This design comes from an exercise in tuning for small area on the open sky130 flow, not from production work. Where RTL was checked, it was by simulation tests only, not by an equivalence proof against the original. No functional check of the RTL was part of runs 1 to 4. Power figures rest on the tool's default switching activity, not on a simulated workload.

==> flow/design.v <==
module varint_dec (
    input  wire        clk,
    input  wire        rst,
    input  wire        dcmd_valid,
    output wire        dcmd_ready,
    input  wire        dcmd_w,
    input  wire        src_valid,
    output wire        src_ready,
    input  wire        src_eos,
    input  wire [7:0]  src_data,
    output wire        drsp_valid,
    input  wire        drsp_ready,
    output wire [1:0]  drsp_status,
    output wire [63:0] drsp_data
);
    localparam [3:0] S_IDLE = 4'b1010, S_OK = 4'b1100, S_EOS = 4'b1101, S_MAL = 4'b1110;
    reg [3:0]  st;
    reg        w;             
    reg [63:0] r;             
    wire idle = st[3] & ~st[2] & st[1];
    wire run  = ~(st[3] & (st[2] | st[1]));
    wire resp = st[3] & st[2];
    wire fire  = run & src_valid;
    wire cont  = src_data[7];
    wire lim   = w ? (st == 4'd9) : (st == 4'd4);
    wire wr    = fire & ~src_eos;
    wire clr   = fire & (src_eos | (cont & lim));
    wire first = wr & (st == 4'd0);
    wire nar   = wr & ~w & (st == 4'd4);    
    wire [6:0] dj = src_data[6:0];
    wire       s  = r[63];
    wire [6:0] bus_a = {7{~clr}} & (first ? {7{dj[0]}} : (dj ^ {7{s}}));
    wire [6:0] dj_b  = w ? dj : {7{dj[4]}};
    wire [6:0] bus_b = {7{~clr}} & (first ? {7{dj[0]}} : (dj_b ^ {7{s}}));
    wire [5:0] bus_0 = {6{~clr}} & (dj[6:1] ^ {6{dj[0]}});
    wire [9:0] gen;
    genvar i;
    generate
        for (i = 0; i < 10; i = i + 1) begin : g_en
            assign gen[i] = first | clr | (wr & (st == i));
        end
    endgenerate
    wire en_hi = first | clr | nar;
    always @(posedge clk) begin
        if (rst)
            st <= S_IDLE;
        else if (idle) begin
            if (dcmd_valid) st <= 4'd0;
        end else if (resp) begin
            if (drsp_ready) st <= S_IDLE;
        end else if (src_valid) begin
            if (src_eos)   st <= S_EOS;
            else if (!cont) st <= S_OK;
            else if (lim)  st <= S_MAL;
            else           st <= st + 4'd1;
        end
    end
    always @(posedge clk)
        if (idle) w <= dcmd_w;
    integer k;
    always @(posedge clk) begin
        if (gen[0]) r[5:0] <= bus_0;
        for (k = 6; k < 63; k = k + 1) begin
            if (gen[(k + 1) / 7] | (k >= 34 && nar))
                r[k] <= (k >= 32) ? bus_b[(k + 1) % 7] : bus_a[(k + 1) % 7];
        end
        if (en_hi) r[63] <= bus_b[4];
    end
    assign dcmd_ready  = idle;
    assign src_ready   = run;
    assign drsp_valid  = resp;
    assign drsp_status = st[1:0];
    assign drsp_data   = r;
endmodule
module varint_enc (
    input  wire        clk,
    input  wire        rst,
    input  wire        ecmd_valid,
    output wire        ecmd_ready,
    input  wire        ecmd_w,
    input  wire [63:0] ecmd_data,
    output wire        snk_valid,
    input  wire        snk_ready,
    input  wire        snk_err,
    output wire [7:0]  snk_data,
    output wire        ersp_valid,
    input  wire        ersp_ready,
    output wire [1:0]  ersp_status
);
    localparam [3:0] S_IDLE = 4'b1010, S_OK = 4'b1100, S_ERR = 4'b1111;
    reg [3:0]  st;
    reg        w;
    reg [63:0] v;
    wire idle = st[3] & ~st[2] & st[1];
    wire run  = ~(st[3] & (st[2] | st[1]));
    wire resp = st[3] & st[2];
    wire s = w ? v[63] : v[31];
    wire [63:0] ve = {w ? v[63:32] : {32{v[31]}}, v[31:0]};
    wire [9:0] same;
    genvar g;
    generate
        for (g = 1; g < 10; g = g + 1) begin : g_same
            assign same[g] = (ve[63:7*g-1] == {(65-7*g){s}});
        end
    endgenerate
    assign same[0] = 1'b0;
    wire [69:0] vx = {{6{s}}, ve, 1'b0};    
    reg  [6:0]  grp;
    reg         more;
    always @(*) begin
        case (st)
            4'd0: begin grp = vx[6:0];   more = ~same[1]; end
            4'd1: begin grp = vx[13:7];  more = ~same[2]; end
            4'd2: begin grp = vx[20:14]; more = ~same[3]; end
            4'd3: begin grp = vx[27:21]; more = ~same[4]; end
            4'd4: begin grp = vx[34:28]; more = ~same[5]; end
            4'd5: begin grp = vx[41:35]; more = ~same[6]; end
            4'd6: begin grp = vx[48:42]; more = ~same[7]; end
            4'd7: begin grp = vx[55:49]; more = ~same[8]; end
            4'd8: begin grp = vx[62:56]; more = ~same[9]; end
            default: begin grp = vx[69:63]; more = 1'b0; end
        endcase
    end
    wire [6:0] byte_lo = grp ^ {7{s}};
    always @(posedge clk) begin
        if (rst)
            st <= S_IDLE;
        else if (idle) begin
            if (ecmd_valid) st <= 4'd0;
        end else if (resp) begin
            if (ersp_ready) st <= S_IDLE;
        end else if (snk_ready) begin
            if (snk_err)   st <= S_ERR;
            else if (more) st <= st + 4'd1;
            else           st <= S_OK;
        end
    end
    always @(posedge clk)
        if (idle) begin
            v <= ecmd_data;
            w <= ecmd_w;
        end
    assign ecmd_ready  = idle;
    assign snk_valid   = run;
    assign snk_data    = {more, byte_lo};
    assign ersp_valid  = resp;
    assign ersp_status = {st[0], st[0]};
endmodule
module varint_codec (
    input  wire        clk,
    input  wire        rst,
    input  wire        dcmd_valid,
    output wire        dcmd_ready,
    input  wire        dcmd_w,
    input  wire        src_valid,
    output wire        src_ready,
    input  wire        src_eos,
    input  wire [7:0]  src_data,
    output wire        drsp_valid,
    input  wire        drsp_ready,
    output wire [1:0]  drsp_status,
    output wire [63:0] drsp_data,
    input  wire        ecmd_valid,
    output wire        ecmd_ready,
    input  wire        ecmd_w,
    input  wire [63:0] ecmd_data,
    output wire        snk_valid,
    input  wire        snk_ready,
    input  wire        snk_err,
    output wire [7:0]  snk_data,
    output wire        ersp_valid,
    input  wire        ersp_ready,
    output wire [1:0]  ersp_status
);
    varint_dec u_dec (
        .clk(clk), .rst(rst),
        .dcmd_valid(dcmd_valid), .dcmd_ready(dcmd_ready), .dcmd_w(dcmd_w),
        .src_valid(src_valid), .src_ready(src_ready), .src_eos(src_eos), .src_data(src_data),
        .drsp_valid(drsp_valid), .drsp_ready(drsp_ready),
        .drsp_status(drsp_status), .drsp_data(drsp_data)
    );
    varint_enc u_enc (
        .clk(clk), .rst(rst),
        .ecmd_valid(ecmd_valid), .ecmd_ready(ecmd_ready), .ecmd_w(ecmd_w), .ecmd_data(ecmd_data),
        .snk_valid(snk_valid), .snk_ready(snk_ready), .snk_err(snk_err), .snk_data(snk_data),
        .ersp_valid(ersp_valid), .ersp_ready(ersp_ready), .ersp_status(ersp_status)
    );
endmodule
==> flow/run.sh <==
#!/bin/bash
# synth_recipe.tcl (not shown) runs the flow's synth.tcl, then flattens the netlist and writes it again
# the make line also repeats each setting of config.mk as NAME=value (left out here)
make -C /OpenROAD-flow-scripts/flow DESIGN_CONFIG=/design/flow/config.mk WORK_HOME=/design/flow/orfs CLKGATE_MAP_FILE= SYNTH_SCRIPT=/design/flow/synth_recipe.tcl finish
==> flow/config.mk <==
export PLATFORM = sky130hd
export DESIGN_NAME = varint_codec
export DESIGN_NICKNAME = varint_codec
export VERILOG_FILES = /design/flow/design.v
export SDC_FILE = /design/flow/constraint.sdc
export NUM_CORES = 4
export LEC_CHECK = 0
export CAP_MARGIN = 20
export CORE_MARGIN = 2
export CORE_UTILIZATION = 40
export SLEW_MARGIN = 20
==> flow/constraint.sdc <==
create_clock -name core_clock -period 5.0 [get_ports {clk}]
set_input_delay 1.0000 -clock core_clock [delete_from_list [all_inputs] [get_ports {clk}]]
set_output_delay 1.0000 -clock core_clock [all_outputs]
set_load 0.01 [all_outputs]
==> results.txt, run 1 <==
status=finished clean; nets=between 700 and 800; worst hold slack=0.653 ns; WP data arrival=3.33 ns; vias in the first global route=4850; relative slew slack=between 30% and 40%; DP Cell Count=852; Setup CP Type=reg -> out; CTS Hold Bufs=0; Post-CTS Setup Repair Bufs=0; vias per cell=5.50; Setup crit start kind=flop; fraction of registers with async set/reset=0%; number of diodes=0; Worst-Margin Slew=0.925 ns; Port Buf Inserts=roughly 170; Yosys reg bits=138; Final GP Congestion=0.847; slowest cell on the critical path=nor3_1; Fmax=about 0.23 GHz; area grow syn2layout=39.1%; Starting Density=roughly two fifths; final setup fails=0; HP Start=u_dec.st[2]; dpl hpwl=13000 um; gr usage total=approximately 22%; Seq/Total Area, Yosys=64.8%; crit-path cells=inv_1 > ha_1 > inv_1 > nor3_1 > a22oi_1 > nand3_1 > a21oi_1 > xnor2_1 > nor2_1 > clkdlybuf4s50_1; largest net degree at the start of global routing=67; vias=between 4000 and 5000; Pleak=3.15 nW; CTS max path bufs=2; CTS H-tree lvls=4; reg2reg end=u_dec.r[36]; Tcrit/Tclk final=between 80% and 90%; share of cells above drive strength 1=5.94%; most frequent CP cell=inv_1; syn avg cell area=12.5 um2; Tightest Hold Check Type=reg -> reg; endpoint type of the worst setup path=output port; initial DRC count=324; Rows=45; Fin Setup TNS=0 ns; Sinks on Clock Net=138; die height=129 um; Die X=approximately 130 um; first-pass GRT wire length=between 20000 and 30000 um; RSZ-0062 raised after global routing=no; Ports=166; Max Slew Vio Count=0; final routed DRC violation total=0; endpoint of the worst hold path=u_dec.st[3]; CTS tree=built; total CTS buffers=17; synth unique cells=50; full die area=~17000 um2; CP max FO=7; Yosys Warn Count=2; PD cells=625 nW/um2; cts repair resizes=0; top_reg_cell synth=edfxtp_1; CP required=about 4.0 ns; drt wl/cell=approximately 20 um; min Tclk post-route=4.33 ns; final hold viol count=0; Reg-to-Reg Start=u_dec.st[1]; mapped cell area=6270 um2; syn nets=593; antenna viol nets, final=0; Overflow after GRT=0; worst hold stages=2; clock slew at reported path FFs=0.06 ns; clk_skew=0.0103 ns; Synth Instances=501; Reg2Reg Depth=8; Fill cells=1270; maximum VDD drop=327 uV; first-pass detailed-route iteration total=6; R2R setup slack=2.05 ns; Clock Root Buffer=clkbuf_16; Detailed Route WL=17800 um; clock latency on the worst-skew pair=0.42 ns; initial antenna violation count=0; EDFF count, synth=130; CORE AREA=15300 um2; MaxCap Viol Count=0; Post-Layout Cell Count=884; CP max stage delay=0.71 ns
[cell families (layout without fill, tap and decap cells)]
| kind of cell | Yosys count | count (layout) | share of synthesized area [%] |
|---|---|---|---|
| simple gates | 156 | 156 | 12.9 |
| flops | 138 | 138 | 64.8 |
| compound gates | 123 | 123 | 12.8 |
| buf+inv | 41 | 213 | 2.83 |
| xor+xnor | 26 | 26 | 3.63 |
| mux | 9 | 9 | 1.44 |
| fa+ha+maj | 8 | 8 | 1.60 |
[area by class of cell]
| class | instances | area, um2 | area share (%) |
|---|---|---|---|
| clock buffer | 17 | 425 | 4.88 |
| clock inverter | 15 | 198 | 2.27 |
| inverter | 11 | 41.3 | 0.473 |
| multi-input combinational | 322 | 2040 | 23.4 |
| sequential | 138 | 4060 | 46.6 |
| tap | 211 | 264 | 3.03 |
| timing repair buffer | 170 | 1690 | 19.4 |
[worst max-delay path by stage]
stage | from | endpoint | depth (start not counted)
6_report | u_enc.st[1] | snk_data[6] | 10
5_1_grt | u_enc.v[63] | snk_data[7] | 8
4_1_cts | u_enc.v[63] | snk_data[7] | 8
3_5_place_dp | src_valid | u_dec.r[17] | 6
3_3_place_gp | u_enc.v[63] | snk_data[7] | 8
2_1_floorplan | u_enc.st[3] | ecmd_ready | 3
[power breakdown]
| part | switching (W) | total [W] | internal, W |
|---|---|---|---|
| logic | 0.00104 | 0.00183 | 0.000789 |
| registers | 0.000400 | 0.00230 | 0.00190 |
| clock network | 0.000487 | 0.00132 | 0.000833 |
[synth_stat cells, drive strengths merged (2+ instances only)]
master / count / share of area [%]
a211oi: 6 / 0.80
a21o: 10 / 1.2
a21oi: 48 / 3.8
a221o: 3 / 0.48
a221oi: 3 / 0.52
a222oi: 2 / 0.32
a22o: 5 / 0.70
a22oi: 9 / 1.1
a31o: 2 / 0.28
a31oi: 3 / 0.30
and2: 9 / 0.90
and3: 2 / 0.20
and3b: 5 / 0.70
buf: 11 / 1.0
clkbuf: 19 / 1.1
dfxtp: 8 / 2.6
edfxtp: 130 / 62
ha: 8 / 1.6
inv: 11 / 0.66
mux2i: 9 / 1.4
nand2: 36 / 2.2
nand2b: 4 / 0.40
nand3: 12 / 0.96
nand3b: 2 / 0.24
nand4: 18 / 1.8
nor2: 34 / 2.0
nor2b: 7 / 0.70
nor3: 8 / 0.64
nor3b: 2 / 0.24
nor4: 4 / 0.40
nor4b: 2 / 0.28
o211ai: 3 / 0.36
o21ai: 15 / 1.2
o21bai: 2 / 0.24
o22ai: 4 / 0.40
or4: 11 / 1.3
xnor2: 16 / 2.2
xor2: 10 / 1.4
[metal layers]
layer / GRT usage (%) / wire [um] / vias to the layer above / part of all wire, %
met2: 32.5 / 8230 / 183 / 46
li1: - / - / 2238 / -
met5: 0 / 0 / - / 0
met3: 7.18 / 1240 / 17 / 6.9
met1: 30.5 / 8120 / 2426 / 46
met4: 5.82 / 238 / 0 / 1.3
[sequential cells by signal, indices dropped and copies added (netlist names)]
register / count
u_dec.r: 64
u_enc.v: 64
u_dec.st: 4
u_enc.st: 4
u_dec.w: 1
u_enc.w: 1
[per-stage QoR]
stage | setup WS (ns) | power, W | util, % | cell area, um2
CTS | 0.661 | 0.00547 | 57.2 | 8720
finish | 0.672 | 0.00545 | 57.2 | 8720
global route | 0.505 | 0.00575 | 57.2 | 8720
floorplan | 0.621 | 0.00325 | - | 6280
detailed placement | 0.974 | 0.00413 | 53.1 | 8100
global placement | 1.13 | 0.00412 | 53.1 | 8100
[worst max-delay path, delay by kind of cell (launching register included)]
kind,cells,cell delay [ns]
flops,1,0.37
buf+inv,3,0.82
compound gates,2,0.38
simple gates,3,0.94
xor+xnor,1,0.13
fa+ha+maj,1,0.27
[placed cells by master, fill, tap and decap left out, types with 3 or more instances in the layout]
cell type        synthesis  final
o211ai_1                 3      3
a31oi_1                  3      3
xnor2_1                 16     16
nand3_1                 12     12
clkinvlp_4               0      4
bufinv_16                0      4
inv_1                   11     11
nand2b_1                 4      4
mux2i_1                  9      9
edfxtp_1               130    130
clkdlybuf4s50_1          0    165
ha_1                     8      8
nand2_1                 36     36
nor2b_1                  7      7
nor3_1                   8      7
a211oi_1                 5      5
a22oi_1                  9      9
a21o_1                  10     10
nor2_1                  34     34
o22ai_1                  4      4
and3b_1                  5      5
dfxtp_1                  8      8
o21ai_0                 15     14
a22o_1                   5      5
clkbuf_16                0     17
and2_1                   9      9
a221o_1                  3      3
or4_1                   11     11
buf_4                    6      5
nor4_1                   4      4
xor2_1                  10     10
nand4_1                 18     18
a21oi_1                 48     48
==> inputs of run 2 (changes only) <==
--- a/flow/config.mk
+++ b/flow/config.mk
@@ -5,6 +5,7 @@
 export SDC_FILE = /design/flow/constraint.sdc
 export NUM_CORES = 4
 export LEC_CHECK = 0
+export ABC_AREA = 1
 export CAP_MARGIN = 20
 export CORE_MARGIN = 2
 export CORE_UTILIZATION = 40
==> results.txt, run 2 <==
clk_skew=0.0116 ns (+0.00135 ns); vias=6427 (+32%); Setup crit start kind=flop; Seq/Total Area, Yosys=55.1% (-9.7 points); relative slew slack=35.5% (-2.4 points); endpoint type of the worst setup path=output port; Reg-to-Reg Start=u_dec.st[2]; first-pass detailed-route iteration total=5 (-1); HP Start=u_dec.st[0]; Post-Place Worst Slack=1.01 ns (+0.0358 ns); dpl hpwl=16700 um (+28%); initial DRC count=573 (+77%); Tightest Hold Check Type=reg -> reg; most frequent cells in the layout=nand2_1 (202), clkdlybuf4s50_1 (165), edfxtp_1 (130), nor2_1 (115), nand3_1 (86); Ports=166 (unchanged); gr usage total=23.0% (+1.3 points); vias per cell=5.18 (-5.8%); DP Cell Count=1207 (+42%); synth unique cells=41 (-18%); Port Buf Inserts=165 (unchanged); syn avg cell area=8.75 um2 (-30%); Starting Density=40.9% (-0.18 points); share of cells above drive strength 1=6.04% (+0.096 points); endpoint of the worst hold path=u_dec.st[0]; worst hold stages=2 (unchanged); RSZ-0062 raised after global routing=no; mapped cell area=7380 um2 (+18%); top_reg_cell synth=edfxtp_1; NetSw=0.00253 W (+31%); Die X=140 um (+8.2%); Area contributors post-synth=edfxtp_1 (53%), nand2_1 (10%), nor2_1 (5.9%); final routed DRC violation total=0 (unchanged); Reg2Reg Depth=11 (+3); Clock Root Buffer=clkbuf_16; CP required=4.00 ns (about the same); Worst-Margin Slew=0.963 ns (+0.0384 ns); maximum VDD drop=464 uV (+42%); mux cell area share after synthesis=0% (-1.4 points); Overflow after GRT=0 (unchanged); vias in the first global route=6170 (+27%); Yosys Warn Count=2 (unchanged); share of Yosys cell area claimed by the top area cell type=52.9% (-9.3 points); largest family of logic cells by synthesized area=simple AND/OR/NAND/NOR gates; overall power=0.00601 W (+10%); Yosys reg bits=138 (unchanged); reg2reg end=u_dec.r[52]; clock slew at reported path FFs=0.06 ns (about the same); Fin Setup TNS=0 ns (unchanged); total CTS buffers=17 (unchanged); drt wl/cell=17.9 um (-11%); Post-CTS Setup Repair Bufs=0 (unchanged); status=finished clean; MaxCap Viol Count=0 (unchanged); CORE AREA=18000 um2 (+18%); PD cells=615 nW/um2 (-1.6%); initial antenna violation count=2 (+2); largest area contributor in the netlist=edfxtp_1; Fill cells=1642 (+29%); nets=1089 (+45%); Post-synth top cells=nand2_1 (202), edfxtp_1 (130), nor2_1 (115); final worst slack=0.537 ns (-0.135 ns); first-pass GRT wire length=34500 um (+29%); clock latency on the worst-skew pair=0.43 ns (about the same); final hold viol count=0 (unchanged); CP max FO=7 (unchanged); CTS tree=built; area post-placement=9160 um2 (+13%); Sinks on Clock Net=138 (unchanged); Setup CP Type=reg -> out; largest net degree at the start of global routing=68 (+1.5%); Pint=0.00348 W (-1.4%); Reg power frac=34.9% (-7.3 points); final setup fails=0 (unchanged); syn nets=935 (+58%); R2R setup slack=1.96 ns (-0.09 ns); Detailed Route WL=22200 um (+24%); Fmax=0.224 GHz (-3.0%); Synth Area in Adders=1.36% (-0.24 points); Logic pwr share=44.0% (+10 points); Synth Area in Compound Gates=9.79% (-3.0 points); design area=9760 um2 (+12%); post-synthesis xor/xnor area fraction=0.356% (-3.3 points); Pleak=3.93 nW (+25%); full die area=19500 um2 (+17%); CTS Hold Bufs=0 (unchanged); Net Sw Frac=42.1% (+6.8 points); most numerous cell in the Yosys netlist=nand2_1; cts repair resizes=0 (unchanged); CTS max path bufs=2 (unchanged); die height=140 um (+8.2%); EDFF count, synth=130 (unchanged); CTS H-tree lvls=4 (unchanged); Tcrit/Tclk final=89.3% (+2.7 points); area grow syn2layout=32.3%; antenna viol nets, final=0 (unchanged); min Tclk post-route=4.46 ns (+0.135 ns); clock share of power=21.1% (-3.1 points); Post-Layout Cell Count=1240 (+40%); Max Slew Vio Count=0 (unchanged); Rows=49 (+8.9%); most common cell after layout, fill and taps aside=nand2_1; Top Registers=u_dec.r (64), u_enc.v (64); Synth Instances=843 (+68%); fraction of registers with async set/reset=0% (unchanged); WP data arrival=3.46 ns (+0.13 ns); Final GP Congestion=0.900 (+6.3%); simple-gate portion of the synthesized area=25.7% (+13 points)
==> run 2: cell count changes after synthesis, sizes merged, moves of 13 or more <==
| cell | before | now |
|---|---|---|
| nand2 | 36 | 206 |
| nand3 | 12 | 86 |
| nor2 | 34 | 117 |
| o21ai | 15 | 28 |
| inv | 11 | 89 |
| clkbuf | 19 | 4 |
| buf | 11 | 33 |
| xnor2 | 16 | 0 |
==> run 2: cell type report <==
cell class	count	area, um2	area share [%]
inverter	89	334	3.42
multi-input combinational	579	2770	28.4
clock inverter	15	175	1.79
sequential	138	4060	41.6
clock buffer	17	425	4.36
antenna	1	2.50	0.0256
timing repair buffer	172	1700	17.5
tap	229	287	2.94
==> run 2: routing by layer <==
layer	vias to the layer above	wire length (um)	share of wire, %	GRT usage (%)
li1	3177	-	-	-
met1	2985	9460	43	29.1
met2	234	10700	48	38.3
met3	31	1440	6.5	5.99
met4	0	548	2.5	7.74
met5	-	0	0	0
==> run 2: kinds of logic (layout without fill, tap and decap cells) <==
group | after synthesis | count (layout)
xor gates and xnor gates | 3 | 3
other | 0 | 1
buffers and inverters | 126 | 293
and+or+nand+nor | 446 | 446
adders and majority gates | 8 | 8
DFF | 138 | 138
AOI/OAI and AO/OA | 122 | 122
==> run 2: power groups by stage <==
| stage | registers [W] | clock network, W | logic (W) |
|---|---|---|---|
| 5_1_grt | 0.00214 | 0.00134 | 0.00295 |
| 3_3_place_gp | 0.00211 | 0 | 0.00264 |
| 2_1_floorplan | 0.00205 | 0 | 0.00170 |
| 4_1_cts | 0.00209 | 0.00129 | 0.00265 |
| 3_5_place_dp | 0.00211 | 0 | 0.00263 |
| 6_report | 0.00210 | 0.00126 | 0.00264 |
==> run 2: critical path, stage by stage, from the launching register on <==
cell and delay (ns):
dfxtp_1 0.44, inv_1 0.12, ha_1 0.21, inv_1 0.07
nor2_1 0.07, inv_1 0.19, a21oi_1 0.06, a2111oi_0 0.80
nand3_1 0.17, xor2_1 0.19, nor2_1 0.11, clkdlybuf4s50_1 0.60
==> run 2: per-stage QoR <==
step	util, %	hold WS [ns]
2_1_floorplan	-	0.497
3_3_place_gp	50.8	0.546
3_5_place_dp	50.8	0.557
4_1_cts	54.1	0.569
5_1_grt	54.1	0.604
6_report	54.2	0.567
==> run 2: worst max-delay path by stage <==
stage | from | endpoint | cells after the start
final | u_enc.st[0] | snk_data[5] | 11
after global routing | u_enc.w | snk_data[0] | 10
after CTS | u_enc.w | snk_data[0] | 10
after detailed placement | u_enc.w | snk_data[0] | 10
after global placement | u_enc.v[63] | snk_data[7] | 13
after floorplan | u_enc.st[1] | ecmd_ready | 2
==> inputs of run 3 (changes only) <==
==> flow/flow/run.sh (new file) <==
#!/bin/bash
# Standard layout, with the port buffers made the smallest buffer cell.
set -euo pipefail
bash standard.sh BUFFER_PORTS_ARGS="-buffer_cell sky130_fd_sc_hd__buf_1" finish > standard.log 2>&1
==> flow/standard.sh (new file) <==
#!/bin/bash
# synth_recipe.tcl (not shown) runs the flow's synth.tcl, then flattens the netlist and writes it again
# the make line also repeats each setting of config.mk as NAME=value (left out here)
make -C /OpenROAD-flow-scripts/flow DESIGN_CONFIG=/design/flow/config.mk WORK_HOME=/design/flow/orfs CLKGATE_MAP_FILE= SYNTH_SCRIPT=/design/flow/synth_recipe.tcl "${@:-finish}"
--- a/flow/config.mk
+++ b/flow/config.mk
@@ -5,7 +5,6 @@
 export SDC_FILE = /design/flow/constraint.sdc
 export NUM_CORES = 4
 export LEC_CHECK = 0
-export ABC_AREA = 1
 export CAP_MARGIN = 20
 export CORE_MARGIN = 2
 export CORE_UTILIZATION = 40
removed: flow/run.sh
==> results.txt, run 3 <==
status=finished clean; final setup fails=0 (unchanged); Pleak=2.71 nW (-31%); top_reg_cell synth=edfxtp_1; total CTS buffers=17 (unchanged); Detailed Route WL=16100 um (-27%); Reg power frac=45.2% (+10 points); vias in the first global route=4501 (-27%); share of Yosys cell area claimed by the top area cell type=62.2% (+9.3 points); RSZ-0062 raised after global routing=no; Rows=45 (-8.2%); top layer used by detailed routing=met4; NetSw=0.00197 W (-22%); CP max stage delay=0.76 ns (-0.04 ns); die height=129 um (-7.6%); Post-synth top cells=edfxtp_1 (130), a21oi_1 (48), nand2_1 (36); Pint=0.00308 W (-11%); endpoint type of the worst setup path=output port; relative slew slack=41.6% (+6.1 points); Overflow after GRT=0 (unchanged); Net Sw Frac=39.0% (-3.2 points); family with the most delay on the worst path=multiplexers; syn avg cell area=12.5 um2 (+43%); Area contributors post-synth=edfxtp_1 (62%), a21oi_1 (3.8%), dfxtp_1 (2.6%); crit-path cells=mux2i_1 > mux2i_1 > o211ai_1 > a211oi_2 > o21bai_1 > a211o_1 > buf_1; first-pass detailed-route iteration total=5 (unchanged); worst hold stages=2 (unchanged); area post-placement=7060 um2 (-23%); dpl hpwl=11800 um (-29%); Tcrit/Tclk final=83.2% (-6.1 points); first-pass GRT wire length=24000 um (-30%); Yosys reg bits=138 (unchanged); Fmax=0.241 GHz (+7.3%); Top Registers=u_dec.r (64), u_enc.v (64); Logic pwr share=29.9% (-14 points); synth unique cells=50 (+22%); slowest cell on the critical path=mux2i_1; CP max FO=15 (+8); mapped cell area=6270 um2 (-15%); drt wl/cell=18.3 um (+2.3%); CTS max path bufs=2 (unchanged); most numerous cell in the Yosys netlist=edfxtp_1; Post-Route M1 WL=7180 um (-24%); number of diodes=0 (-1); nets=751 (-31%); R2R setup slack=1.98 ns (+0.02 ns); clock latency on the worst-skew pair=0.42 ns (about the same); Fin Setup TNS=0 ns (unchanged); Reg2Reg Depth=7 (-4); MaxCap Viol Count=0 (unchanged); Yosys Warn Count=2 (unchanged); worst path bufs/invs=1 (-3); Ports=166 (unchanged); vias=4780 (-26%); WP data arrival=3.16 ns (-0.30 ns); syn nets=593 (-37%); area grow syn2layout=22.5%; Max Slew Vio Count=0 (unchanged); share of cells above drive strength 1=6.10% (+0.062 points); routed wl met3=1060 um (-27%); Synth Instances=501 (-41%); fraction of registers with async set/reset=0% (unchanged); CTS tree=built; Setup crit start kind=flop; initial antenna violation count=0 (-2); Final Util=50.3% (-3.8 points); maximum VDD drop=306 uV (-34%); largest net degree at the start of global routing=67 (-1.5%); Post-CTS Setup Repair Bufs=0 (unchanged); initial DRC count=431 (-25%); Worst-Margin Slew=0.870 ns (-0.0936 ns); met2 WL=7560 um (-29%); gr usage total=19.2% (-3.8 points); Sinks on Clock Net=138 (unchanged); antenna viol nets, final=0 (unchanged); CORE AREA=15300 um2 (-15%); PD cells=658 nW/um2 (+6.9%); final routed DRC violation total=0 (unchanged); Seq/Total Area, Yosys=64.8% (+9.7 points); min Tclk post-route=4.16 ns (-0.305 ns); CP required=4.00 ns (about the same); cts repair resizes=0 (unchanged); design area=7680 um2 (-21%); most frequent CP cell=mux2i_1; Setup CP Type=reg -> out; final hold viol count=0 (unchanged); clk_skew=0.0123 ns (+0.000660 ns); CP Depth=7 (-4); CTS Hold Bufs=0 (unchanged); vias per cell=5.41 (+4.4%); most frequent cells in the layout=buf_1 (165), edfxtp_1 (130), a21oi_1 (48), nand2_1 (36), nor2_1 (34); worst hold slack=0.654 ns (+0.0868 ns); full die area=16700 um2 (-15%); largest area contributor in the netlist=edfxtp_1; Tightest Hold Check Type=reg -> reg; Die X=129 um (-7.6%); most common cell after layout, fill and taps aside=buf_1; CTS H-tree lvls=4 (unchanged); Fill cells=1407 (-14%); clock slew at reported path FFs=0.07 ns (about the same); overall power=0.00505 W (-16%); Starting Density=41.1% (+0.18 points); Port Buf Inserts=165 (unchanged); clock share of power=25.0% (+3.9 points); EDFF count, synth=130 (unchanged); Final GP Congestion=0.889 (-1.2%); Clock Root Buffer=clkbuf_16
[run 3: worst paths after layout]
kind	start	to
max	u_enc.v[63]	snk_data[7]
min	u_dec.st[2]	u_dec.st[2]
max reg2reg	u_enc.v[63]	u_enc.st[0]
min reg2reg	u_dec.st[2]	u_dec.st[2]
[run 3: power by group through the flow]
| stage | Sequential [W] | Combinational (W) | Clock (W) |
|---|---|---|---|
| 6_report | 0.00228 | 0.00151 | 0.00126 |
| 5_1_grt | 0.00234 | 0.00168 | 0.00133 |
| 4_1_cts | 0.00228 | 0.00152 | 0.00129 |
| 3_5_place_dp | 0.00229 | 0.00151 | 0 |
| 3_3_place_gp | 0.00228 | 0.00149 | 0 |
| 2_1_floorplan | 0.00218 | 0.00107 | 0 |
[run 3: kinds of logic after synthesis]
group                      synth area share (%)
xor gates and xnor gates                   3.63
adders and majority gates                  1.60
AOI/OAI and AO/OA                          12.8
DFF                                        64.8
muxes                                      1.44
buffers and inverters                      2.83
and+or+nand+nor                            12.9
[run 3: routing by layer]
metal | up-vias | track usage, %
li1 | 2244 | -
met1 | 2324 | 26.2
met2 | 187 | 29.4
met3 | 25 | 5.33
met4 | 0 | 7.16
met5 | - | 0
[run 3: per-stage QoR]
stage | worst slack, ns | instances
global placement | 1.39 | 851
floorplan | 0.621 | 501
CTS | 0.838 | 883
global route | 0.611 | 883
finish | 0.842 | 883
detailed placement | 1.28 | 851
[run 3: area by class of cell]
cell class                 instances  area (um2)  share of cell area [%]
clock buffer                      17         425                    5.54
clock inverter                    15         196                    2.56
inverter                          11        41.3                   0.537
multi-input combinational        322        2040                    26.6
sequential                       138        4060                    52.9
tap                              211         264                    3.44
timing repair buffer             169         649                    8.45
[run 3: tightest hold or removal path, stage by stage (launching register included)]
cell	delay [ns]
dfxtp_1	0.40
a21oi_1	0.16
nor2_1	0.04
==> inputs of run 4 (changes only) <==
--- a/flow/design.v
+++ b/flow/design.v
@@ -95,33 +95,48 @@
     wire run  = ~(st[3] & (st[2] | st[1]));
     wire resp = st[3] & st[2];
     wire s = w ? v[63] : v[31];
-    wire [63:0] ve = {w ? v[63:32] : {32{v[31]}}, v[31:0]};
-    wire [9:0] same;
-    genvar g;
+    wire [9:1] diff;
+    genvar h;
     generate
-        for (g = 1; g < 10; g = g + 1) begin : g_same
-            assign same[g] = (ve[63:7*g-1] == {(65-7*g){s}});
+        for (h = 1; h <= 3; h = h + 1) begin : g_lo
+            assign diff[h] = s ? ~&v[7*h+5:7*h-1] : |v[7*h+5:7*h-1];
+        end
+        for (h = 5; h <= 8; h = h + 1) begin : g_hi
+            assign diff[h] = w & (s ? ~&v[7*h+5:7*h-1] : |v[7*h+5:7*h-1]);
         end
     endgenerate
-    assign same[0] = 1'b0;
-    wire [69:0] vx = {{6{s}}, ve, 1'b0};    
-    reg  [6:0]  grp;
-    reg         more;
+    assign diff[4] = (s ? ~&v[31:27] : |v[31:27]) | (w & (s ? ~&v[33:32] : |v[33:32]));
+    assign diff[9] = w & (v[62] ^ v[63]);
+    reg more;
     always @(*) begin
         case (st)
-            4'd0: begin grp = vx[6:0];   more = ~same[1]; end
-            4'd1: begin grp = vx[13:7];  more = ~same[2]; end
-            4'd2: begin grp = vx[20:14]; more = ~same[3]; end
-            4'd3: begin grp = vx[27:21]; more = ~same[4]; end
-            4'd4: begin grp = vx[34:28]; more = ~same[5]; end
-            4'd5: begin grp = vx[41:35]; more = ~same[6]; end
-            4'd6: begin grp = vx[48:42]; more = ~same[7]; end
-            4'd7: begin grp = vx[55:49]; more = ~same[8]; end
-            4'd8: begin grp = vx[62:56]; more = ~same[9]; end
-            default: begin grp = vx[69:63]; more = 1'b0; end
+            4'd0: more = |diff[9:1];
+            4'd1: more = |diff[9:2];
+            4'd2: more = |diff[9:3];
+            4'd3: more = |diff[9:4];
+            4'd4: more = |diff[9:5];
+            4'd5: more = |diff[9:6];
+            4'd6: more = |diff[9:7];
+            4'd7: more = |diff[9:8];
+            4'd8: more = diff[9];
+            default: more = 1'b0;
         endcase
     end
-    wire [6:0] byte_lo = grp ^ {7{s}};
+    reg [6:0] grp;
+    always @(*) begin
+        case (st)
+            4'd0: grp = {v[5:0], 1'b0};
+            4'd1: grp = v[12:6];
+            4'd2: grp = v[19:13];
+            4'd3: grp = v[26:20];
+            4'd4: grp = {w ? v[33:32] : {2{s}}, v[31:27]};
+            4'd5: grp = v[40:34];
+            4'd6: grp = v[47:41];
+            4'd7: grp = v[54:48];
+            4'd8: grp = v[61:55];
+            default: grp = {{6{s}}, v[62]};
+        endcase
+    end
     always @(posedge clk) begin
         if (rst)
             st <= S_IDLE;
@@ -142,7 +157,7 @@
         end
     assign ecmd_ready  = idle;
     assign snk_valid   = run;
-    assign snk_data    = {more, byte_lo};
+    assign snk_data    = {more, grp ^ {7{s}}};
     assign ersp_valid  = resp;
     assign ersp_status = {st[0], st[0]};
 endmodule
==> flow/flow/run.sh (replaced) <==
#!/bin/bash
# Standard layout (the standard.sh) with three changes:
# - port buffers are the smallest buffer cell (buf_1),
# - the clock tree uses clkbuf_8 cells and no dummy loads,
# - a denser floorplan.
set -euo pipefail
bash standard.sh \
  BUFFER_PORTS_ARGS="-buffer_cell sky130_fd_sc_hd__buf_1" \
  CTS_ARGS="-sink_clustering_enable -repair_clock_nets -dont_use_dummy_load -buf_list sky130_fd_sc_hd__clkbuf_8" \
  CORE_UTILIZATION=70 PLACE_DENSITY=0.85 \
  finish > standard.log 2>&1
==> results.txt, run 4 <==
Fin Setup TNS=0 ns (unchanged); endpoint type of the worst setup path=output port; PD cells=561 nW/um2 (-15%); Fill cells=469 (-67%); clock slew at reported path FFs=0.07 ns (about the same); vias=4867 (+1.8%); final routed DRC violation total=0 (unchanged); Pleak=2.33 nW (-14%); number of diodes=0 (unchanged); total CTS buffers=17 (unchanged); most frequent cells in the layout=buf_1 (165), edfxtp_1 (130), nor2_1 (37), a21oi_1 (36), nand2_1 (25); die height=98.1 um (-24%); Port Buf Inserts=165 (unchanged); Fmax=0.254 GHz (+5.7%); share of cells above drive strength 1=4.69% (-1.4 points); area grow syn2layout=13.5%; Post-synth top cells=edfxtp_1 (130), nor2_1 (37), a21oi_1 (36); Setup CP Type=reg -> out; Max Slew Vio Count=0 (unchanged); synth unique cells=59 (+18%); Synth Instances=489 (-2.4%); worst hold slack=0.618 ns (-0.0366 ns); mapped cell area=6200 um2 (-1.1%); syn nets=581 (-2.0%); Worst-Margin Slew=1.15 ns (+0.282 ns); Seq/Total Area, Yosys=65.5% (+0.73 points); top_reg_cell synth=edfxtp_1; syn avg cell area=12.7 um2 (+1.3%); Yosys reg bits=138 (unchanged); relative slew slack=22.4% (-19 points); area post-placement=6810 um2 (-3.6%); min Tclk post-route=3.94 ns (-0.223 ns); first-pass detailed-route iteration total=8 (+3); full die area=9630 um2 (-42%); fraction of registers with async set/reset=0% (unchanged); Setup crit start kind=flop; CTS max path bufs=2 (unchanged); CP required=4.00 ns (about the same); nets=734 (-2.3%); cts repair resizes=0 (unchanged); first-pass GRT wire length=23600 um (-1.6%); clock latency on the worst-skew pair=0.45 ns (+0.03 ns); CP max FO=18 (+3); EDFF count, synth=130 (unchanged); Starting Density=71.8% (+31 points); clk_skew=0.0301 ns (+0.0178 ns); WP data arrival=2.94 ns (-0.22 ns); clock share of power=16.3% (-8.7 points); initial antenna violation count=0 (unchanged); Sinks on Clock Net=138 (unchanged); Ports=166 (unchanged); final hold viol count=0 (unchanged); Die X=98.1 um (-24%); maximum VDD drop=421 uV (+38%); Area contributors post-synth=edfxtp_1 (63%), a21oi_1 (2.9%), dfxtp_1 (2.6%); largest net degree at the start of global routing=67 (unchanged); antenna viol nets, final=0 (unchanged); Final Util=81.5% (+31 points); CTS tree=built; gr usage total=32.0% (+13 points); vias per cell=6.51 (+20%); largest area contributor in the netlist=edfxtp_1; CTS Hold Bufs=0 (unchanged); status=finished clean; vias in the first global route=4674 (+3.8%); Tightest Hold Check Type=reg -> reg; RSZ-0062 raised after global routing=no; final setup fails=0 (unchanged); most common cell after layout, fill and taps aside=buf_1; Post-CTS Setup Repair Bufs=0 (unchanged); initial DRC count=447 (+3.7%); Rows=34 (-24%); Final GP Congestion=0.955 (+7.4%); NetSw=0.00151 W (-23%); dpl hpwl=10600 um (-10%); Yosys Warn Count=2 (unchanged); Logic pwr share=33.1% (+3.2 points); Tcrit/Tclk final=78.7% (-4.5 points); Net Sw Frac=38.2% (-0.73 points); Top Registers=u_dec.r (64), u_enc.v (64); Detailed Route WL=15200 um (-5.6%); Clock Root Buffer=clkbuf_8; Pint=0.00244 W (-21%); design area=7040 um2 (-8.3%); share of Yosys cell area claimed by the top area cell type=62.9% (+0.70 points); CORE AREA=8640 um2 (-43%); CTS H-tree lvls=4 (unchanged); MaxCap Viol Count=0 (unchanged); drt wl/cell=20.4 um (+11%); most numerous cell in the Yosys netlist=edfxtp_1; Overflow after GRT=0 (unchanged); Reg power frac=50.7% (+5.5 points)
==> run 4: changes by cell type after synthesis, sizes merged, moves of 5 or more <==
cell | before | now
a21oi | 48 | 37
nand2 | 36 | 25
nor3 | 8 | 15
or4 | 11 | 4
a222oi | 2 | 8
nand4 | 18 | 12
a21o | 10 | 5
and3b | 5 | 0
mux2i | 9 | 4
nor4 | 4 | 9
o22ai | 4 | 9
==> run 4: cell families after synthesis <==
kind of cell / Yosys count / share of synthesized area (%)
buffers and inverters: 47 / 3.43
adders and majority gates: 8 / 1.61
xor gates and xnor gates: 25 / 3.53
muxes: 4 / 0.847
and+or+nand+nor: 148 / 12.2
AOI/OAI and AO/OA: 119 / 12.9
DFF: 138 / 65.5
==> run 4: critical path, stage by stage, from the launching register on <==
cell and delay [ns]:
dfxtp_1 0.49, inv_1 0.13, ha_1 0.43, a222oi_1 0.56
a31oi_1 0.15, a31oi_1 0.23, a21oi_1 0.08, xor2_1 0.16
nor2_1 0.13, buf_1 0.17
==> run 4: final timing paths <==
check             cells after the start        start  slack (ns)           to
setup / recovery                      9  u_enc.st[1]        1.06  snk_data[4]
hold reg to reg                       2  u_dec.st[0]        0.62  u_dec.st[0]
setup reg to reg                      7  u_dec.st[1]        2.10  u_dec.r[10]
hold / removal                        2  u_dec.st[0]        0.62  u_dec.st[0]
==> run 4: cell type report <==
| class | instances | area [um2] | area share, % |
|---|---|---|---|
| Multi-Input combinational cell | 304 | 1930 | 27.3 |
| Inverter | 15 | 56.3 | 0.800 |
| Tap cell | 108 | 135 | 1.92 |
| Clock buffer | 17 | 234 | 3.32 |
| Timing Repair Buffer | 166 | 627 | 8.90 |
| Sequential cell | 138 | 4060 | 57.7 |
==> run 4: metrics by stage <==
step	std cells	setup slack (ns)	total power [W]
5_1_grt	748	0.858	0.00415
3_5_place_dp	731	1.56	0.00329
2_1_floorplan	489	1.48	0.00289
6_report	748	1.06	0.00395
4_1_cts	748	1.12	0.00392
3_3_place_gp	731	1.57	0.00325
==> run 4: power by group through the flow <==
stage | sequential [W] | combinational (W) | clock, W
2_1_floorplan | 0.00189 | 0.000997 | 0
3_3_place_gp | 0.00200 | 0.00126 | 0
3_5_place_dp | 0.00201 | 0.00128 | 0
4_1_cts | 0.00199 | 0.00130 | 0.000641
5_1_grt | 0.00203 | 0.00143 | 0.000688
6_report | 0.00200 | 0.00131 | 0.000643
==> run 4: routing by layer <==
metal	vias to the layer above	GRT usage, %	routed length, um
met5	-	0	0
met4	0	17.2	721
met3	70	5.80	1450
met2	366	55.3	7780
met1	2272	38.3	5280
li1	2159	-	-
==> inputs of run 5 (changes only) <==
--- a/flow/design.v
+++ b/flow/design.v
@@ -28,11 +28,11 @@
     wire first = wr & (st == 4'd0);
     wire nar   = wr & ~w & (st == 4'd4);    
     wire [6:0] dj = src_data[6:0];
-    wire       s  = r[63];
-    wire [6:0] bus_a = {7{~clr}} & (first ? {7{dj[0]}} : (dj ^ {7{s}}));
-    wire [6:0] dj_b  = w ? dj : {7{dj[4]}};
-    wire [6:0] bus_b = {7{~clr}} & (first ? {7{dj[0]}} : (dj_b ^ {7{s}}));
-    wire [5:0] bus_0 = {6{~clr}} & (dj[6:1] ^ {6{dj[0]}});
+    wire       s  = first ? dj[0] : r[63];
+    wire [6:0] x  = dj ^ {7{s}};
+    wire [5:0] bus_0 = {6{~clr}} & x[6:1];
+    wire [6:0] bus_a = {7{~clr}} & (first ? {7{s}} : x);
+    wire [6:0] bus_b = {7{~clr}} & (first ? {7{s}} : (w ? x : {7{x[4]}}));
     wire [9:0] gen;
     genvar i;
     generate
@@ -107,35 +107,40 @@
     endgenerate
     assign diff[4] = (s ? ~&v[31:27] : |v[31:27]) | (w & (s ? ~&v[33:32] : |v[33:32]));
     assign diff[9] = w & (v[62] ^ v[63]);
-    reg more;
+    wire [9:0] oh;
+    genvar i;
+    generate
+        for (i = 0; i < 8; i = i + 1) begin : g_oh
+            assign oh[i] = ~st[3] & (st[2:0] == i);
+        end
+    endgenerate
+    assign oh[8] = st[3] & ~st[0];
+    assign oh[9] = st[3] & st[0];
+    wire [9:1] sfx;
+    assign sfx[9] = diff[9];
+    generate
+        for (i = 8; i >= 1; i = i - 1) begin : g_sfx
+            assign sfx[i] = sfx[i+1] | diff[i];
+        end
+    endgenerate
+    wire more = |(oh[8:0] & sfx[9:1]);
+    wire [6:0] seg [0:9];
+    assign seg[0] = {v[5:0], 1'b0};
+    assign seg[1] = v[12:6];
+    assign seg[2] = v[19:13];
+    assign seg[3] = v[26:20];
+    assign seg[4] = {w ? v[33:32] : {2{s}}, v[31:27]};
+    assign seg[5] = v[40:34];
+    assign seg[6] = v[47:41];
+    assign seg[7] = v[54:48];
+    assign seg[8] = v[61:55];
+    assign seg[9] = {{6{s}}, v[62]};
+    reg [6:0] grp;
+    integer k;
     always @(*) begin
-        case (st)
-            4'd0: more = |diff[9:1];
-            4'd1: more = |diff[9:2];
-            4'd2: more = |diff[9:3];
-            4'd3: more = |diff[9:4];
-            4'd4: more = |diff[9:5];
-            4'd5: more = |diff[9:6];
-            4'd6: more = |diff[9:7];
-            4'd7: more = |diff[9:8];
-            4'd8: more = diff[9];
-            default: more = 1'b0;
-        endcase
-    end
-    reg [6:0] grp;
-    always @(*) begin
-        case (st)
-            4'd0: grp = {v[5:0], 1'b0};
-            4'd1: grp = v[12:6];
-            4'd2: grp = v[19:13];
-            4'd3: grp = v[26:20];
-            4'd4: grp = {w ? v[33:32] : {2{s}}, v[31:27]};
-            4'd5: grp = v[40:34];
-            4'd6: grp = v[47:41];
-            4'd7: grp = v[54:48];
-            4'd8: grp = v[61:55];
-            default: grp = {{6{s}}, v[62]};
-        endcase
+        grp = 7'd0;
+        for (k = 0; k < 10; k = k + 1)
+            grp = grp | ({7{oh[k]}} & seg[k]);
     end
     always @(posedge clk) begin
         if (rst)
==> flow/flow/run.sh (replaced) <==
#!/bin/bash
# Standard layout (the standard.sh) with these changes:
# - synthesis maps the logic with an area-oriented ABC script
#   (flow/abc_area.script) instead of ORFS's speed script; everything else
#   in synthesis is the standard flow's own script (synth_recipe.tcl), unchanged,
# - port buffers are the smallest buffer cell (buf_1),
# - the clock tree uses clkbuf_8 cells and no dummy loads.
set -euo pipefail
HERE=$PWD
{
  cat <<'TCL'
proc abc {args} {
  set i [lsearch -exact $args -script]
  if {$i >= 0} { set args [lreplace $args $i+1 $i+1 $::env(AREA_ABC_SCRIPT)] }
  yosys abc {*}$args
}
TCL
  cat "$HERE/synth_recipe.tcl"
} > "$HERE/area_synth.tcl"
bash standard.sh \
  SYNTH_SCRIPT="$HERE/area_synth.tcl" AREA_ABC_SCRIPT="$HERE/flow/abc_area.script" \
  BUFFER_PORTS_ARGS="-buffer_cell sky130_fd_sc_hd__buf_1" \
  CTS_ARGS="-sink_clustering_enable -repair_clock_nets -dont_use_dummy_load -buf_list sky130_fd_sc_hd__clkbuf_8" \
  finish > standard.log 2>&1
==> flow/flow/abc_area.script (new file) <==
strash
ifraig
dc2
drw
dc2
&get -n
&dch -f
&nf -p -a
&put
==> results.txt, run 5 <==
Worst-Margin Slew=0.895 ns (-0.257 ns); initial DRC count=578 (+29%); Yosys reg bits=138 (unchanged); Setup crit start kind=flop; Final GP Congestion=0.865 (-9.4%); Seq/Total Area, Yosys=71.2% (+5.7 points); Sinks on Clock Net=138 (unchanged); final hold viol count=0 (unchanged); Synth Instances=395 (-19%); top_reg_cell synth=edfxtp_1; largest area contributor in the netlist=edfxtp_1; MaxCap Viol Count=0 (unchanged); Fin Setup TNS=0 ns (unchanged); largest net degree at the start of global routing=67 (unchanged); CTS H-tree lvls=4 (unchanged); clock share of power=15.8% (-0.5 points); Tightest Hold Check Type=reg -> reg; first-pass detailed-route iteration total=6 (-2); CP max FO=18 (unchanged); min Tclk post-route=4.42 ns (+0.488 ns); PD cells=606 nW/um2 (+8.0%); Port Buf Inserts=165 (unchanged); drt wl/cell=19.8 um (-2.6%); CP required=4.00 ns (about the same); Post-synth top cells=edfxtp_1 (130), a21oi_1 (25), nand2_1 (24); Logic pwr share=32.1% (-1.0 points); Setup CP Type=reg -> out; Top Registers=u_dec.r (64), u_enc.v (64); NetSw=0.00157 W (+4.1%); Detailed Route WL=15000 um (-1.7%); Post-CTS Setup Repair Bufs=0 (unchanged); number of diodes=0 (unchanged); area grow syn2layout=18.8%; Net Sw Frac=38.3% (about the same); Clock Root Buffer=clkbuf_8; Fmax=0.226 GHz (-11%); synth unique cells=42 (-29%); total CTS buffers=17 (unchanged); most common cell after layout, fill and taps aside=buf_1; Max Slew Vio Count=0 (unchanged); die height=123 um (+26%); syn avg cell area=14.4 um2 (+14%); Yosys Warn Count=2 (unchanged); design area=6780 um2 (-3.7%); clk_skew=0.0211 ns (-0.00897 ns); CORE AREA=13900 um2 (+61%); share of cells above drive strength 1=3.83% (-0.86 points); vias=4213 (-13%); antenna viol nets, final=0 (unchanged); vias in the first global route=3998 (-14%); CTS max path bufs=2 (unchanged); status=finished clean; Die X=123 um (+26%); CTS Hold Bufs=0 (unchanged); endpoint type of the worst setup path=output port; cts repair resizes=0 (unchanged); final setup fails=0 (unchanged); full die area=15200 um2 (+58%); nets=671 (-8.6%); gr usage total=20.1% (-12 points); Final Util=48.7% (-33 points); Pint=0.00254 W (+4.0%); Overflow after GRT=0 (unchanged); Tcrit/Tclk final=88.5% (+9.8 points); share of Yosys cell area claimed by the top area cell type=68.4% (+5.5 points); first-pass GRT wire length=22300 um (-5.7%); Pleak=2.24 nW (-3.8%); Starting Density=41.0% (-31 points); most frequent cells in the layout=buf_1 (165), edfxtp_1 (130), a21oi_1 (25), nand2_1 (24), nor2_1 (20); dpl hpwl=10800 um (+2.0%); EDFF count, synth=130 (unchanged); WP data arrival=3.42 ns (+0.48 ns); mapped cell area=5710 um2 (-8.0%); vias per cell=5.58 (-14%); RSZ-0062 raised after global routing=no; relative slew slack=40.3% (+18 points); clock slew at reported path FFs=0.06 ns (about the same); maximum VDD drop=262 uV (-38%); initial antenna violation count=0 (unchanged); CTS tree=built; Reg power frac=52.0% (+1.3 points); final routed DRC violation total=0 (unchanged); clock latency on the worst-skew pair=0.45 ns (about the same); Rows=43 (+26%); most numerous cell in the Yosys netlist=edfxtp_1; fraction of registers with async set/reset=0% (unchanged); Ports=166 (unchanged); area post-placement=6550 um2 (-3.8%); Fill cells=1258 (+170%); Area contributors post-synth=edfxtp_1 (68%), dfxtp_1 (2.8%), a21oi_1 (2.2%); syn nets=489 (-16%)
[run 5: worst paths after layout]
path              cells after the start     endpoint  slack, ns        start
setup / recovery                      8  snk_data[7]       0.58      u_enc.w
hold / removal                        2  u_dec.st[2]       0.59  u_dec.st[2]
setup reg to reg                     10  u_dec.r[54]       0.71  u_dec.st[1]
hold reg to reg                       2  u_dec.st[2]       0.59  u_dec.st[2]
[run 5: power groups by stage]
stage | combinational (W) | sequential, W | clock, W
2_1_floorplan | 0.000827 | 0.00211 | 0
3_3_place_gp | 0.00131 | 0.00215 | 0
3_5_place_dp | 0.00132 | 0.00215 | 0
4_1_cts | 0.00133 | 0.00214 | 0.000673
5_1_grt | 0.00147 | 0.00218 | 0.000712
6_report | 0.00132 | 0.00214 | 0.000651
[run 5: kinds of logic after synthesis]
group,synth area share (%)
xor gates and xnor gates,2.46
DFF,71.2
AOI/OAI and AO/OA,12.3
muxes,0.351
buffers and inverters,1.32
adders and majority gates,2.19
and+or+nand+nor,10.2
[run 5: final cells by class]
| class | instances | area (um2) | share of cell area, % |
|---|---|---|---|
| flip-flops and latches | 138 | 4060 | 59.9 |
| inverters | 10 | 37.5 | 0.554 |
| well taps | 180 | 225 | 3.32 |
| clock buffers | 17 | 234 | 3.45 |
| multi-input cells | 242 | 1580 | 23.3 |
| repair buffers | 168 | 642 | 9.46 |
[run 5: critical path: stages, from the launching register on]
cell and delay, ns:
edfxtp_1 0.61, mux2i_2 0.46, buf_4 0.34, nand3_1 0.14
a311oi_1 0.51, nand4_1 0.20, a211oi_1 0.35, a21oi_1 0.21
buf_1 0.17
[run 5: per-layer routing]
metal / GRT usage [%] / share of wire, % / vias up
met1: 29.2 / 46 / 2007
met4: 6.89 / 1.2 / 0
met2: 28.1 / 44 / 248
met3: 6.69 / 9.1 / 19
met5: 0 / 0 / -
li1: - / - / 1939
[run 5: through the flow]
stage | hold WS (ns) | worst slack [ns] | total power (W) | cells
after floorplan | 0.520 | 0.543 | 0.00294 | 395
after global placement | 0.572 | 0.736 | 0.00346 | 738
after detailed placement | 0.580 | 0.513 | 0.00347 | 738
after CTS | 0.591 | 0.585 | 0.00414 | 755
after global routing | 0.637 | 0.180 | 0.00436 | 755
final | 0.587 | 0.577 | 0.00411 | 755
==> inputs of run 6 (changes only) <==
--- a/flow/design.v
+++ b/flow/design.v
@@ -41,6 +41,8 @@
         end
     endgenerate
     wire en_hi = first | clr | nar;
+    wire [3:0] st_inc = {st[3] | (st[2] & st[1] & st[0]), st[2] ^ (st[1] & st[0]),
+                         st[1] ^ st[0], ~st[0]};
     always @(posedge clk) begin
         if (rst)
             st <= S_IDLE;
@@ -52,7 +54,7 @@
             if (src_eos)   st <= S_EOS;
             else if (!cont) st <= S_OK;
             else if (lim)  st <= S_MAL;
-            else           st <= st + 4'd1;
+            else           st <= st_inc;
         end
     end
     always @(posedge clk)
@@ -142,6 +144,8 @@
         for (k = 0; k < 10; k = k + 1)
             grp = grp | ({7{oh[k]}} & seg[k]);
     end
+    wire [3:0] st_inc = {st[3] | (st[2] & st[1] & st[0]), st[2] ^ (st[1] & st[0]),
+                         st[1] ^ st[0], ~st[0]};
     always @(posedge clk) begin
         if (rst)
             st <= S_IDLE;
@@ -151,7 +155,7 @@
             if (ersp_ready) st <= S_IDLE;
         end else if (snk_ready) begin
             if (snk_err)   st <= S_ERR;
-            else if (more) st <= st + 4'd1;
+            else if (more) st <= st_inc;
             else           st <= S_OK;
         end
     end
==> flow/flow/run.sh (replaced) <==
#!/bin/bash
# Standard layout (the standard.sh) with these changes:
# - synthesis maps the logic with an area-oriented ABC script
#   (flow/abc_area.script) instead of ORFS's speed script; everything else
#   in synthesis is the standard flow's own script (synth_recipe.tcl), unchanged, except
#   that half/full adders are left to ABC rather than mapped to adder cells,
# - port buffers are the smallest buffer cell (buf_1),
# - the clock tree uses clkbuf_8 cells and no dummy loads.
set -euo pipefail
HERE=$PWD
{
  cat <<'TCL'
proc abc {args} {
  set i [lsearch -exact $args -script]
  if {$i >= 0} { set args [lreplace $args $i+1 $i+1 $::env(AREA_ABC_SCRIPT)] }
  yosys abc {*}$args
}
TCL
  cat "$HERE/synth_recipe.tcl"
} > "$HERE/area_synth.tcl"
bash standard.sh \
  SYNTH_SCRIPT="$HERE/area_synth.tcl" AREA_ABC_SCRIPT="$HERE/flow/abc_area.script" ADDER_MAP_FILE= \
  BUFFER_PORTS_ARGS="-buffer_cell sky130_fd_sc_hd__buf_1" \
  CTS_ARGS="-sink_clustering_enable -repair_clock_nets -dont_use_dummy_load -buf_list sky130_fd_sc_hd__clkbuf_8" \
  finish > standard.log 2>&1
==> results.txt, run 6 <==
Net Sw Frac=37.6% (-0.62 points); syn avg cell area=14.3 um2 (-1.2%); Pleak=2.10 nW (-6.3%); clock latency on the worst-skew pair=0.43 ns (-0.02 ns); worst path bufs/invs=1 (-1); CP max stage delay=0.58 ns (-0.03 ns); Yosys reg bits=138 (unchanged); Detailed Route WL=14000 um (-6.4%); CORE AREA=13800 um2 (-1.2%); antenna viol nets, final=0 (unchanged); most frequent cells in the layout=buf_1 (165), edfxtp_1 (130), a21oi_1 (29), nor2_1 (24), nand2_1 (19); Pint=0.00251 W (-1.0%); area post-placement=6480 um2 (-1.1%); vias in the first global route=3838 (-4.0%); Seq/Total Area, Yosys=72.4% (+1.2 points); CTS Hold Bufs=0 (unchanged); Reg power frac=52.7% (+0.7 points); PD cells=601 nW/um2 (-0.95%); relative slew slack=35.6% (-4.7 points); met3 usage=5.20% (-1.5 points); Tightest Hold Check Type=reg -> reg; Post-CTS Setup Repair Bufs=0 (unchanged); share of Yosys cell area claimed by the top area cell type=69.6% (+1.2 points); Fin Setup TNS=0 ns (unchanged); most numerous cell in the Yosys netlist=edfxtp_1; status=finished clean; RSZ-0062 raised after global routing=no; synth unique cells=41 (-2.4%); initial DRC count=397 (-31%); initial antenna violation count=0 (unchanged); design area=6710 um2 (-1.1%); mapped cell area=5610 um2 (-1.7%); EDFF count, synth=130 (unchanged); Tcrit/Tclk final=84.1% (-4.4 points); die height=122 um (-0.82%); Fmax=0.238 GHz (+5.2%); Die X=122 um (-0.82%); gr usage total=18.9% (-1.2 points); final hold viol count=0 (unchanged); drt wl/cell=18.6 um (-6.4%); crit-path cells=mux2i_2 > or3_1 > a31o_1 > nor4_1 > o21ai_0 > a211oi_1 > nor2_1 > buf_1; NetSw=0.00152 W (-3.6%); met2 Usage GRT=29.1% (+1.0 points); total CTS buffers=17 (unchanged); first-pass GRT wire length=20600 um (-7.3%); family with the most delay on the worst path=simple AND/OR/NAND/NOR gates; Logic pwr share=31.5% (-0.6 points); Max Slew Vio Count=0 (unchanged); top_reg_cell synth=edfxtp_1; Top Registers=u_dec.r (64), u_enc.v (64); Sinks on Clock Net=138 (unchanged); Overflow after GRT=0 (unchanged); vias=4112 (-2.4%); Yosys Warn Count=2 (unchanged); nets=661 (-1.5%); Area contributors post-synth=edfxtp_1 (70%), dfxtp_1 (2.9%), a21oi_1 (2.6%); final routed DRC violation total=0 (unchanged); area grow syn2layout=19.6%; vias per cell=5.45 (-2.4%); Setup crit start kind=flop; clock share of power=15.8% (about the same); cts repair resizes=0 (unchanged); CP max FO=11 (-7); final setup fails=0 (unchanged); GRT Max-Usage Layer=met2; MaxCap Viol Count=0 (unchanged); CP required=4.00 ns (about the same); Final GP Congestion=0.932 (+7.7%); Setup CP Type=reg -> out; maximum VDD drop=505 uV (+93%); Port Buf Inserts=165 (unchanged); first-pass detailed-route iteration total=7 (+1); most common cell after layout, fill and taps aside=buf_1; grt met1 use=25.5% (-3.7 points); largest net degree at the start of global routing=37 (-45%); Worst-Margin Slew=0.958 ns (+0.0633 ns); Ports=166 (unchanged); endpoint type of the worst setup path=output port; CTS H-tree lvls=4 (unchanged); number of diodes=0 (unchanged); syn nets=477 (-2.5%); dpl hpwl=10700 um (-1.4%); Synth Instances=393 (-0.51%); min Tclk post-route=4.21 ns (-0.218 ns); Starting Density=40.7% (-0.22 points); fraction of registers with async set/reset=0% (unchanged); CTS tree=built; clock slew at reported path FFs=0.06 ns (about the same); largest area contributor in the netlist=edfxtp_1; WP data arrival=3.21 ns (-0.21 ns); share of cells above drive strength 1=4.52% (+0.70 points); Rows=43 (unchanged); slowest cell on the critical path=edfxtp_1; CTS max path bufs=2 (unchanged); Post-synth top cells=edfxtp_1 (130), a21oi_1 (29), nor2_1 (25); Clock Root Buffer=clkbuf_8; full die area=15000 um2 (-1.6%); clk_skew=0.0179 ns (-0.00326 ns)
==> run 6: cell count changes in the layout (fill, tap and decap cells not counted), moves of 4 or more <==
cell,previous run,this run
a21o_1,8,3
a21oi_1,25,29
and2_0,7,1
ha_1,10,0
nand2_1,24,19
nand3_1,12,16
nand4_1,17,8
nor2_1,20,24
o21ai_0,8,13
or2_0,0,6
xnor2_1,2,6
xor2_1,14,10
==> run 6: layout make-up <==
| class | count | area [um2] |
|---|---|---|
| fillers | 1273 | 7060 |
| multi-input cells | 241 | 1500 |
| clock buffers | 17 | 234 |
| repair buffers | 170 | 657 |
| well taps | 180 | 225 |
| flip-flops and latches | 138 | 4060 |
| inverters | 9 | 33.8 |
==> run 6: path summary, 6_finish.rpt <==
path              cells past startpoint  slack (ns)   startpoint     endpoint
setup / recovery                      8        0.79      u_enc.w  snk_data[7]
hold / removal                        2        0.63  u_dec.st[0]  u_dec.st[0]
setup reg to reg                      9        1.06  u_dec.st[1]  u_dec.r[32]
hold reg to reg                       2        0.63  u_dec.st[0]  u_dec.st[0]
==> run 6: power by group through the flow <==
stage / clock, W / sequential (W) / combinational, W
after CTS: 0.000665 / 0.00212 / 0.00127
after global routing: 0.000700 / 0.00216 / 0.00140
final: 0.000638 / 0.00212 / 0.00127
after floorplan: 0 / 0.00209 / 0.000802
after global placement: 0 / 0.00213 / 0.00124
after detailed placement: 0 / 0.00214 / 0.00127
==> run 6: layer usage <==
metal | part of all wire, % | up-vias
met3 | 6.7 | 13
met4 | 1.5 | 0
met2 | 47 | 176
met5 | 0 | -
met1 | 45 | 1977
li1 | - | 1946
==> run 6: kinds of logic (layout without fill, tap and decap cells) <==
logic type / count (synthesis) / in the layout / synth area share [%]
compound gates: 103 / 103 / 12.5
simple gates: 120 / 120 / 11.0
xor+xnor: 16 / 16 / 2.50
buf+inv: 14 / 196 / 1.27
flops: 138 / 138 / 72.4
mux: 2 / 2 / 0.357
==> run 6: worst min-delay path: cells and delay by family (launching register included) <==
family           cells  cell delay (ns)
AND/OR/NAND/NOR      1             0.10
AO/OA/AOI/OAI        1             0.06
flip-flops           1             0.42
==> run 6: per-stage QoR <==
| step | hold WS, ns | utilization (%) | power (W) | instances | setup WS, ns |
|---|---|---|---|---|---|
| after floorplan | 0.524 | - | 0.00289 | 393 | 0.496 |
| after global placement | 0.600 | 46.9 | 0.00337 | 738 | 0.876 |
| after detailed placement | 0.620 | 47.0 | 0.00341 | 738 | 0.743 |
| after CTS | 0.628 | 48.7 | 0.00405 | 755 | 0.816 |
| after global routing | 0.662 | 48.7 | 0.00427 | 755 | 0.575 |
| final | 0.626 | 48.7 | 0.00403 | 755 | 0.795 |

afterwards: timing with drivers on the ports:
In the flow no input, the clock included, has a driving cell. The finished layouts below were timed again as built, in two steps. Step 1 sets driving cells, clkbuf_16 on the clock port and buf_2 on the other inputs (assumed; they add their load-dependent delay and slew). Step 2, shift: input delay + t, output delay - t, t = (earliest + latest rising clock arrival at the registers) / 2. This alone moves slack from input paths to output paths. a / b / c = ideal / step 1 / step 2; a / b = the first two.
| run | t (ns) | slack for setup (ns) | worst setup path at the end | worst register clock-pin slew, ns | pins driven straight from the clock port |
|---|---|---|---|---|---|
| run 1 | 0.460 | 0.672 / 0.630 / 0.917 | input to register | 0.06 / 0.06 | 1 |
| run 2 | 0.468 | 0.537 / 0.491 / 0.959 | register to output | 0.07 / 0.07 | 1 |
| run 3 | 0.462 | 0.842 / 0.799 / 1.261 | register to output | 0.07 / 0.07 | 1 |
| run 4 | 0.461 | 1.065 / 1.030 / 1.477 | input to register | 0.09 / 0.09 | 1 |
| run 5 | 0.467 | 0.577 / 0.541 / 0.391 | input to register | 0.08 / 0.08 | 1 |
| run 6 | 0.458 | 0.795 / 0.760 / 0.734 | input to register | 0.07 / 0.07 | 1 |
After both steps every run listed still meets setup and hold. The setup slack of run 5, which loses most, moves by -0.036 ns with the drivers and by -0.186 ns with both steps.
